This design comes from an exercise in tuning for small area on the open sky130 flow, not from production work. In this exercise RTL edits were held to simulation tests only and were not proved equivalent to the original. Power figures rest on the tool's default switching activity, not on a simulated workload.

Setup of north:
// smdec_chip
module smdec_chip (
    input  wire        clk,
    input  wire        rst,           
    input  wire        cfg_valid,     
    input  wire        cfg_variant,   
    input  wire        cfg_legal,     
    input  wire        chip_valid,
    input  wire        chip,
    output reg         ev_valid,
    output wire [31:0] ev_time,
    output wire [3:0]  ev_unit,
    output wire        ev_on,
    output wire        ev_green,
    output wire        ev_left,
    output wire        ev_right,
    output wire        ev_running,
    output wire        ev_unknown,
    output reg  [7:0]  ev_header
);
clock: 36.0 ns
lec_check: 0
abc_area: 1
cap_margin: 20
core_margin: 2
core_utilization: 75
cts_buf_list: sky130_fd_sc_hd__clkbuf_8
place_density: 0.85
slew_margin: 20
standard.sh (not shown) runs the stock make flow with config.mk's settings and CLKGATE_MAP_FILE= SYNTH_SCRIPT=/design/flow/synth_recipe.tcl, a recipe that flattens the netlist after the stock synthesis.
==> flow/flow/run.sh <==
#!/bin/bash
# Layout flow: the standard synthesis (unchanged, registers and their
# cells kept), then an area-oriented ABC re-mapping of the combinational logic
# between those registers, then the standard layout steps from floorplan on.
# Each tool's output goes to a log file of its own in this folder.
set -euo pipefail
R="$PWD/orfs/results/$FLOW_PLATFORM/smdec_chip/base"
YOSYS="${YOSYS_EXE:-$FLOW_HOME/../tools/install/yosys/bin/yosys}"
command -v "$YOSYS" >/dev/null 2>&1 || YOSYS=yosys

bash standard.sh synth > synth.log 2>&1
cp "$R/1_2_yosys.v" std_1_2_yosys.v

LIB="$FLOW_HOME/platforms/$FLOW_PLATFORM/lib/sky130_fd_sc_hd__tt_025C_1v80.lib" \
IN="$PWD/std_1_2_yosys.v" OUT="$PWD/reabc_1_2_yosys.v" ABC_SCRIPT="$PWD/flow/area.abc" \
    "$YOSYS" -c flow/reabc.tcl > reabc.log 2>&1

cp reabc_1_2_yosys.v "$R/1_2_yosys.v"
rm -f "$R/1_synth.odb"
bash standard.sh > layout.log 2>&1
Other scripts of this flow, unchanged in this note and not shown: flow/flow/area.abc, flow/flow/reabc.tcl
north finished all stages; the layout is clean.
### north -> south
--- a/flow/design.v
+++ b/flow/design.v
@@ -72,19 +72,18 @@
     wire       hdr_ok   = (B == 8'h20) || (B == 8'h53) || (B == 8'h49) || (B == 8'h4C) ||
                           (B == 8'h52) || (B == 8'h43) || (B == 8'h41);
     wire [2:0] hdr_code = {B[1], B[4] | B[3], B[0]};
     wire last_grp  = (bc == 4'd5);
     wire grp_end   = (cc[1:0] == 2'd3);
     wire fast_adv  = variant && !idle && f2;
     wire fast_frame = fast_adv && last_grp && grp_end;
-    wire        h_first = variant ? (bc == 4'd0) : b1;
     wire        h_m6    = !variant && b2;
     wire [3:0]  hx      = variant ? {chip, win[9:7]} :
                           b9 ? d6 : b8 ? 4'd0 : B[3:0];
-    wire [17:0] gA      = h_first ? 18'd0 : acc;
+    wire [17:0] gA      = acc;            
     wire q   = hx[0];
     wire s0  = h_m6 ? (hx[1] | hx[3]) : hx[1];
     wire s1  = hx[2];
     wire hci = h_m6 & hx[3];
     wire e1  = h_m6 & (hx[2] | hx[3]);
     wire e2  = !h_m6 & hx[3];
     wire [19:0] op1;
@@ -142,14 +141,16 @@
             variant    <= rst ? 1'b0 : cfg_variant;
             run        <= 10'd0;
             run_lo     <= 1'b0;
             run_hi     <= 1'b0;
             nsl        <= 12'd0;
             nsl_hi     <= 1'b0;
             idle_val   <= 1'b0;
+            acc        <= 18'd0;
+            sum        <= 6'd0;
             cc         <= 4'd0;
             bc         <= 4'd0;
             f1         <= 1'b0;
             f2         <= 1'b0;
             ev_valid   <= 1'b0;
             tim        <= 21'd0;
             u10        <= rst || !cfg_variant;
@@ -165,14 +166,16 @@
                 run_lo   <= same && (run_lo || (variant ? run_99 : run_9));
                 run_hi   <= same && (run_hi || (variant ? run_999 : run_99));
                 nsl      <= nsl_inc;
                 nsl_hi   <= nsl_hi || (variant ? nsl_3999 : nsl_699);
                 win      <= {e_in, win[9:1]};
                 if (idle) begin
                     idle_val <= chip;
+                    acc      <= 18'd0;
+                    sum      <= 6'd0;
                     cc       <= 4'd0;
                     bc       <= 4'd0;
                     if (variant) begin
                         f1 <= 1'b1;
                         f2 <= 1'b0;
                     end
                 end else if (!variant) begin
@@ -185,15 +188,15 @@
                         if (b0) begin
                             hdr <= hdr_code;
                             f1  <= hdr_ok;
                         end
                         if (b15)
                             acc <= horner[17:0];
                         if (b15 || b6)
-                            sum <= (b1 ? 6'd0 : sum) + {2'b00, B[3:0]};
+                            sum <= sum + {2'b00, B[3:0]};        
                         if (b15 || b6)
                             f1  <= f1 && dig;
                         if (b6) begin
                             d6 <= B[3:0];
                             f2 <= f1 && cks;
                         end
                         if (b7)
@@ -202,15 +205,15 @@
                             f2 <= !f2 && gt;
                     end
                 end else begin
                     if (f2) begin
                         cc <= grp_end ? 4'd0 : cc + 4'd1;
                         if (grp_end) begin
                             bc  <= bc + 4'd1;
-                            acc <= horner[17:0];
+                            acc <= last_grp ? 18'd0 : horner[17:0];
                         end
                         if (grp_end && last_grp) begin
                             f2 <= 1'b0;
                             f1 <= 1'b1;
                         end
                     end else if (f1 && (chip != idle_val)) begin
                         f2 <= 1'b1;
## What came out
- Across both runs, final critical-path share of the clock period was lower for south than for north.
- Summary of south over north: combinational fraction of design power ~0 delta; final area -about 3%; worst-case setup margin in the final layout +1.66 ns; per-cell via count in the routed design -about 2.2%; global-route usage over all layers +0.45 points.
- NOTE post-placement cell area north->south decreased by a few percent
- Delta (south minus north): global-route wire length before repair grew by about 0.4%, final worst clock skew barely changed, amount of wire on met2 after detailed routing went up 2.6%.

-- afterwards: timing with drivers on the ports --
Ports are ideal in the flow. The routed layouts listed here were re-timed in OpenROAD. Step 1 sets driving cells, clkbuf_16 on the clock port and buf_2 on the other inputs (assumed; they add their load-dependent delay and slew). Step 2 also shifts input and output timing later by t, the mid clock arrival at the registers, as if the neighbouring blocks saw the same clock. a / b / c = ideal ports / drivers / drivers and shift; a / b = the first two.
run	t, ns	slack for setup (ns)	worst slew at a driven data input, ns
north	0.412	20.406 / 20.415 / 20.003	0.03
south	0.402	22.068 / 22.081 / 21.678	0.04
After both steps every run listed still meets setup and hold. The setup slack of north, which loses most, moves by +0.009 ns with the drivers and by -0.403 ns with both steps.
